Background: an optimization exercise with open tools, aiming at small area, a short achievable clock period and few clock cycles. Do not read the settings as production practice.
The RTL was checked by simulation tests, not by an equivalence proof against the original design.
Power figures rest on the tool's default switching activity, not on a simulated workload.

==> flow/design.v <==
module phase_step (
    input  wire [29:0] p,       
    input  wire [30:0] inc,     
    output reg  [29:0] pn       
);
    wire        inc_big = (inc >= {1'b0, p});
    wire [30:0] x = inc_big ? inc : {1'b0, p};
    wire [30:0] z = inc_big ? {1'b0, p} : inc;
    wire [7:0]  ex = (x[30:23] == 8'd0) ? 8'd1 : x[30:23];
    wire [7:0]  ez = (z[30:23] == 8'd0) ? 8'd1 : z[30:23];
    wire [23:0] mx = {x[30:23] != 8'd0, x[22:0]};
    wire [23:0] mz = {z[30:23] != 8'd0, z[22:0]};
    wire [7:0]  d    = ex - ez;
    wire [4:0]  dsh  = (d > 8'd31) ? 5'd31 : d[4:0];
    wire [49:0] wide = {mz, 26'd0} >> dsh;
    wire [26:0] sum  = {1'b0, mx, 2'b00} + {1'b0, wide[49:26], wide[25], |wide[24:0]};
    reg  [23:0] m;
    reg         g, s, rnd;
    reg  [8:0]  e;
    reg  [24:0] mr;
    reg  [8:0]  eq;
    reg  [22:0] f, fn;
    reg  [4:0]  lz;
    reg  [8:0]  k;
    reg  [8:0]  en;
    integer     i;
    always @* begin
        if (sum[26]) begin
            m = sum[26:3]; g = sum[2]; s = sum[1] | sum[0]; e = {1'b0, ex} + 9'd1;
        end else begin
            m = sum[25:2]; g = sum[1]; s = sum[0];        e = {1'b0, ex};
        end
        rnd = g & (s | m[0]);
        mr  = {1'b0, m} + {24'd0, rnd};
        if (mr[24])      eq = e + 9'd1;
        else if (mr[23]) eq = e;
        else             eq = 9'd0;
        k  = eq - 9'd127;                   
        f  = mr[22:0] & (23'h7FFFFF >> k[4:0]);
        lz = 5'd0;
        for (i = 0; i <= 22; i = i + 1)
            if (f[i]) lz = 5'd22 - i[4:0];
        fn = f << lz;
        en = eq - 9'd1 - {4'd0, lz};
        if (eq < 9'd127)
            pn = {eq[6:0], mr[22:0]};
        else if (eq >= 9'd150 || f == 23'd0)
            pn = 30'd0;
        else
            pn = {en[6:0], fn[21:0], 1'b0};
    end
endmodule
module osc_sample (
    input  wire [29:0] p,
    input  wire        wave,      
    output wire        sign,
    output wire [46:0] Y
);
    wire [6:0]  ep = p[29:23];
    wire [6:0]  ee = (ep == 7'd0) ? 7'd1 : ep;
    wire [24:0] A  = {ep != 7'd0, p[22:0], 1'b0};    
    wire [6:0]  r   = 7'd126 - ee;
    wire [4:0]  r5  = (r > 7'd31) ? 5'd31 : r[4:0];
    wire [49:0] wide = {A, 25'd0} >> r5;
    wire        g   = wide[24];
    wire        st  = |wide[23:0];
    wire [24:0] P   = wide[49:25] + {24'd0, g & (st | wide[25])};
    wire        saw_neg = ~P[24];
    wire [24:0] sabs    = P[24] ? {1'b0, P[23:0]} : (25'h1000000 - P);
    wire [24:0] whx    = 25'h1000000 - {1'b0, P[23:0]};
    wire [23:0] wh     = P[23] ? whx[23:0] : {1'b0, P[22:0]};
    wire        sin_neg = ~sabs[24] & ~sabs[23];
    wire [45:0] wsq    = wh[22:0] * wh[22:0];
    wire [46:0] V      = wh[23] ? 47'd0 : ({1'b1, 46'd0} - {1'b0, wsq});
    reg  [46:0] sm;
    integer     i;
    always @* begin
        sm[46] = V[46];
        for (i = 45; i >= 0; i = i - 1)
            sm[i] = sm[i + 1] | V[i];
    end
    wire [46:0] drop  = {24'd0, sm[46:24]};            
    wire [46:0] isg   = drop & ~{1'b0, drop[46:1]};     
    wire [46:0] islsb = {drop[45:0], 1'b0} & ~drop;     
    wire        G     = |(V & isg);
    wire        St    = |(V & drop & ~isg);
    wire        L     = |(V & islsb);
    wire [46:0] Ysin  = (V & ~drop) + ((G & (St | L)) ? islsb : 47'd0);
    assign sign = wave ? sin_neg : saw_neg;
    assign Y    = wave ? Ysin : {sabs, 22'd0};
endmodule
module quant (
    input  wire        sign,
    input  wire [46:0] Y,
    input  wire        depth32,
    output wire [31:0] q
);
    wire [31:0] H  = depth32 ? Y[46:15] : {16'd0, Y[46:31]};
    wire [45:0] LX = depth32 ? {Y[14:0], 31'd0} : {Y[30:0], 15'd0};
    wire        b  = {1'b0, LX} < Y;
    wire [31:0] R  = H - {31'd0, b};
    assign q = sign ? (32'd0 - R) : R;
endmodule
module ahb1_refill (
    input  wire        clk,
    input  wire        rst,         
    input  wire        start,       
    input  wire        half,        
    input  wire        depth32,     
    input  wire        wave,        
    input  wire [31:0] inc,         
    output wire        ready,
    output wire        done,
    output wire [31:0] phase,
    output wire        mem_we,
    output wire [9:0]  mem_addr,
    output wire [15:0] mem_wdata
);
    reg        idle_r;      
    reg        done_r;
    reg        we_r;
    reg [9:0]  addr_r;      
    reg [15:0] wd_r;
    reg [29:0] ph_r;        
    reg [30:0] inc_r;       
    reg        depth_r;
    reg        wave_r;
    wire [29:0] ph_next;
    phase_step u_step (.p(ph_r), .inc(inc_r), .pn(ph_next));
    wire        smp_sign;
    wire [46:0] smp_y;
    osc_sample u_smp (.p(ph_r), .wave(wave_r), .sign(smp_sign), .Y(smp_y));
    wire [31:0] q;
    quant u_quant (.sign(smp_sign), .Y(smp_y), .depth32(depth_r), .q(q));
    wire [9:0] a_perm = depth_r ? {addr_r[9:2], addr_r[0], addr_r[1]} : addr_r;
    wire [9:0] a_inc  = a_perm + 10'd1;
    wire [9:0] a_next = depth_r ? {a_inc[9:2], a_inc[0], a_inc[1]} : a_inc;
    wire [9:0] a_t    = we_r ? a_next : addr_r;       
    wire       last   = depth_r ? (addr_r[8:0] == 9'h1FF) : (addr_r[7:0] == 8'hFF);
    wire       hi     = depth_r & ~a_t[0];
    wire       adv    = depth_r ? (a_t[1:0] == 2'b11) : a_t[0];
    wire [15:0] word  = hi ? q[31:16] : q[15:0];
    assign ready     = idle_r;
    assign done      = done_r;
    assign phase     = {2'b00, ph_r};
    assign mem_we    = we_r;
    assign mem_addr  = addr_r;
    assign mem_wdata = wd_r;
    always @(posedge clk) begin
        if (rst) begin
            idle_r <= 1'b1;
            done_r <= 1'b0;
            we_r   <= 1'b0;
            ph_r   <= 30'd0;
        end else begin
            done_r <= 1'b0;
            if (idle_r) begin
                if (start) idle_r <= 1'b0;
            end else if (we_r && last) begin
                idle_r <= 1'b1;
                done_r <= 1'b1;
                we_r   <= 1'b0;
            end else begin
                we_r <= 1'b1;
                if (adv) ph_r <= ph_next;
            end
        end
    end
    always @(posedge clk) begin
        if (idle_r) begin
            inc_r   <= inc[30:0];
            depth_r <= depth32;
            wave_r  <= wave;
            addr_r  <= {half & depth32, half & ~depth32, 8'd0};
        end else begin
            addr_r  <= a_t;
            wd_r    <= word;
        end
    end
endmodule
==> flow/run.sh <==
#!/bin/bash
# synth_recipe.tcl (not shown) runs the flow's synth.tcl, then flattens the netlist and writes it again
# the make line also repeats each setting of config.mk as NAME=value (left out here)
make -C /OpenROAD-flow-scripts/flow DESIGN_CONFIG=/design/flow/config.mk WORK_HOME=/design/flow/orfs CLKGATE_MAP_FILE= SYNTH_SCRIPT=/design/flow/synth_recipe.tcl finish
==> flow/config.mk <==
export PLATFORM = sky130hd
export DESIGN_NAME = ahb1_refill
export DESIGN_NICKNAME = ahb1_refill
export VERILOG_FILES = /design/flow/design.v
export SDC_FILE = /design/flow/constraint.sdc
export NUM_CORES = 4
export LEC_CHECK = 0
export CAP_MARGIN = 20
export CORE_MARGIN = 2
export CORE_UTILIZATION = 30
export PLACE_DENSITY = 0.45
export SLEW_MARGIN = 20
==> flow/constraint.sdc <==
create_clock -name core_clock -period 100.0 [get_ports {clk}]
set_input_delay 20.0000 -clock core_clock [delete_from_list [all_inputs] [get_ports {clk}]]
set_output_delay 20.0000 -clock core_clock [all_outputs]
set_load 0.01 [all_outputs]
==> results.txt <==
## cells in the final DEF (no fill, tap or decap), types with 25 or more instances in the layout
master	n
nand3_1	149
nor2b_1	37
or3_1	46
and3_1	60
o31ai_1	40
nand2_1	580
a211oi_1	87
a31oi_1	60
fa_1	414
o21ai_0	251
nand4_1	89
or2_2	37
edfxtp_1	51
xor2_1	63
a21oi_1	307
mux2_2	25
buf_4	106
nand2b_1	43
a221oi_1	43
and2_1	45
a21o_1	65
inv_1	742
ha_1	317
nor2_1	496
nor3_1	163
xnor2_1	121
mux2i_1	72
o2111ai_1	28
dfxtp_1	39
o21a_1	47
o211ai_1	72
nor4_1	74
a22oi_1	26
o22ai_1	63
clkdlybuf4s50_1	95
o221ai_1	26
## sequential cells by signal, summed over array words and instances, names as in the netlist, 10 cells and up
signal	count
wd_r	16
addr_r	10
inc_r	31
ph_r	30
## routing by layer
layer  vias up  global-route usage (%)
met3       271                    3.14
li1      19700                       -
met2      1809                    36.4
met1     21100                    36.8
met4         2                    7.13
met5         -                       0
## power by group
group / switching (mW) / internal [mW]
clock: 0.0199 / 0.0201
sequential: 0.00589 / 0.0428
combinational: 0.167 / 0.0783
total: 0.193 / 0.141
## cell families (layout without fill, tap and decap cells)
group / count (synthesis) / after routing
and+or+nand+nor: 1963 / 1963
AOI/OAI and AO/OA: 1458 / 1458
buffers and inverters: 1063 / 977
adders and majority gates: 735 / 735
xor gates and xnor gates: 202 / 202
muxes: 104 / 104
DFF: 92 / 92
other: 1 / 4
## layout make-up
type / instances / share of cell area (%)
Antenna cell: 2 / 0.0112
Clock buffer: 9 / 0.505
Clock inverter: 7 / 0.199
Inverter: 760 / 6.39
Multi-Input combinational cell: 4464 / 78.7
Sequential cell: 92 / 5.28
Tap cell: 1794 / 5.03
Timing Repair Buffer: 201 / 3.91
## how the worst min path moves through the flow
stage                     cells past startpoint  startpoint         to
after floorplan                               2   addr_r[5]  addr_r[5]
after global placement                        2   addr_r[5]  addr_r[5]
after detailed placement                      2   addr_r[5]  addr_r[5]
after CTS                                     2   addr_r[5]  addr_r[5]
after global routing                          2   addr_r[5]  addr_r[5]
final                                         2   addr_r[5]  addr_r[5]
## tightest hold or removal path: cells and delay by family (launching register included)
family / cells / cell delay, ns
DFF: 1 / 0.34
AOI/OAI and AO/OA: 2 / 0.14
## per-stage QoR
step,cells,setup slack [ns],cell area [sq um],power [mW],utilization (%)
after floorplan,5619,77.54,41400,0.210,-
after CTS,7327,71.00,44600,0.327,32.5
after detailed placement,7311,71.09,44300,0.285,32.3
after global placement,7311,70.80,44300,0.286,32.3
final,7329,70.48,44600,0.334,32.5
after global routing,7327,68.72,44600,0.354,32.5
==> flow_metrics.py <==
metrics = {
    "floorplan": {
        "coreArea_sq_um": 137000,
        "die_x_um": 375,
        "rows": 136,
        "die_h_um": 375,
        "dieArea_sq_um": 141000,
        "ios": 99,
        "start_util_pct": 30.1,
    },
    "clock_network": {
        "ctsHoldBuffers": 0,
        "cts.repair.resized": 0,
        "clk_latency_ns": 0.42,
        "cts_sinks": 92,
        "cts_setup_buffers": 0,
        "clk_path_buf_depth": 2,
        "cts_tree": "yes",
        "htreeDepth": 3,
        "cts_made_buffers": 9,
        "clk_pin_slew_worst_paths_ns": 0.09,
        "clockRootBuffer": "clkbuf_16",
    },
    "sta": {
        "max-slew-margin-rel_pct": 20.4,
        "fin_hold_ws_ns": 0.529,
        "fmax_ghz": 0.0339,
        "drv_slew": 0,
        "finalHoldViolCount": 0,
        "clock_skew_ns": 0.0254,
        "setup_tns_ns": 0,
        "worst_slew_pin_slew_ns": 1.16,
        "min_period_ns": 29.52,
        "setup_viol": 0,
        "fin_crit_sh_pct": 29.5,
        "rsz0062_at_grt": "false",
    },
    "critical_path": {
        "critPathTopFamily": "simple AND/OR/NAND/NOR gates",
        "r2r-end": "wd_r[5]",
        "setup.worst_path.end": "wd_r[5]",
        "critPathKind": "flop to flop",
        "cp_common_cell": "fa_1",
        "r2r-start": "ph_r[23]",
        "cpMaxStageDelayCell": "nor4_1",
        "critPathMaxFanout": 46,
        "startpoint_type": "flop",
        "max_stage_delay_ns": 1.02,
        "endpoint_kind": "flop",
        "worstPathArrival_ns": 29.70,
        "startpoint": "ph_r[23]",
        "cp_num_cells": 81,
        "rrSetupSlack_ns": 70.48,
        "reg2regPathDepth": 81,
        "critical_path_required_ns": 100.18,
        "crit_buf_inv": 9,
    },
    "run": {
        "cap_viol_max_count": 0,
    },
    "hold_path": {
        "hp-class": "flop to flop",
    },
    "yosys": {
        "synth-seq-cells": 92,
        "syn_inst": 5618,
        "yosys.area_share.simple_pct": 23.1,
        "yosysMostFrequentCell": "inv_1",
        "synth_mux_area_share_pct": 2.77,
        "synthFlopType": "edfxtp_1",
        "synth_compound_area_share_pct": 24.4,
        "synth-edff-count": 51,
        "post-synth-top-area-cell": "fa_1",
        "synth_cell_types": 122,
        "ys_seq_area_share_pct": 5.69,
        "synth_xor_area_share_pct": 4.40,
        "synth_top_family_by_area": "adder cells",
        "syn_avg_cell_area_sq_um": 7.36,
        "synth.top_cell.area_share_pct": 20.0,
        "yosysWarnings": 3,
        "netlist_area_sq_um": 41300,
        "synthArstFlopShare_pct": 0,
        "synthTopCellsByCount": "742 x inv_1, 581 x nand2_1, 497 x nor2_1",
        "synth_fa_ha_area_share_pct": 29.7,
        "synthTopCellsByArea": "fa_1 20%, ha_1 9.7%, inv_1 6.7%",
    },
    "pwr": {
        "cellLeakagePower_nw": 18.8,
        "powerDensity_nw_per_um2": 7.49,
        "ir_drop_mv": 0.0162,
    },
    "final_layout": {
        "seqCellArea_sq_um": 2350,
        "area_growth_pct": 7.90,
        "fillers": 15000,
        "finish.net_count": 6299,
        "multiInputGateArea_sq_um": 35100,
        "layout-drive-gt1-share_pct": 5.24,
    },
    "global_route": {
        "grt_max_degree": 71,
        "grt-ovfl-total": 0,
        "grt_pass1_wl_um": 267000,
        "track_usage_pct": 24.6,
        "antenna_found_initial": 3,
        "grt_pass1_vias": 41600,
    },
    "detailed_routing": {
        "routedWlPerCell_um": 24.0,
        "drc": 0,
        "drt-pass1-iter-count": 6,
        "route.met2.wl_um": 73500,
        "top_layer_used": "met5",
        "antenna_left": 0,
        "wl_met3_um": 12900,
        "drt-met1-wl_um": 84000,
        "drt_iter0_drc": 4751,
        "wl_um": 176000,
        "num_vias": 42900,
        "routed_via_density": 5.85,
    },
    "place": {
        "routabilityCongestion": 0.957,
        "place_hpwl_um": 138000,
        "portBuffers": 95,
    },
    "status": {
        "outcome": "timing/DRC/antenna clean",
    },
}
Testbench counts, summed over its fixed seeds: cycles 49,416.

-- re-timing with driven ports --
In the flow no input, the clock included, has a driving cell. The finished layout below was timed again as built, in two steps.
Step 1 (the two cells are an assumption about what drives the block):
set clk [get_ports {clk}]
set_driving_cell -lib_cell sky130_fd_sc_hd__clkbuf_16 $clk
set_driving_cell -lib_cell sky130_fd_sc_hd__buf_2 [delete_from_list [all_inputs] $clk]
Step 2 times the ports against the registers' clock, not the clock port: input delays grow and output delays shrink by t, the midpoint of the rising clock arrivals with the driver on.
Slacks: ideal ports / drivers / drivers and shift; pairs: ideal ports / drivers.
t (ns): 0.472
slack for setup (ns): 70.477 / 70.477 / 70.477
worst hold slack (ns): 0.529 / 0.529 / 0.529
worst setup path at the end: register to register
slew at the worst register clock pin (ns): 0.10 / 0.10
After both steps this run still meets setup and hold. For this run, drivers alone change the setup slack by 0.000 ns; drivers and shift together by 0.000 ns.
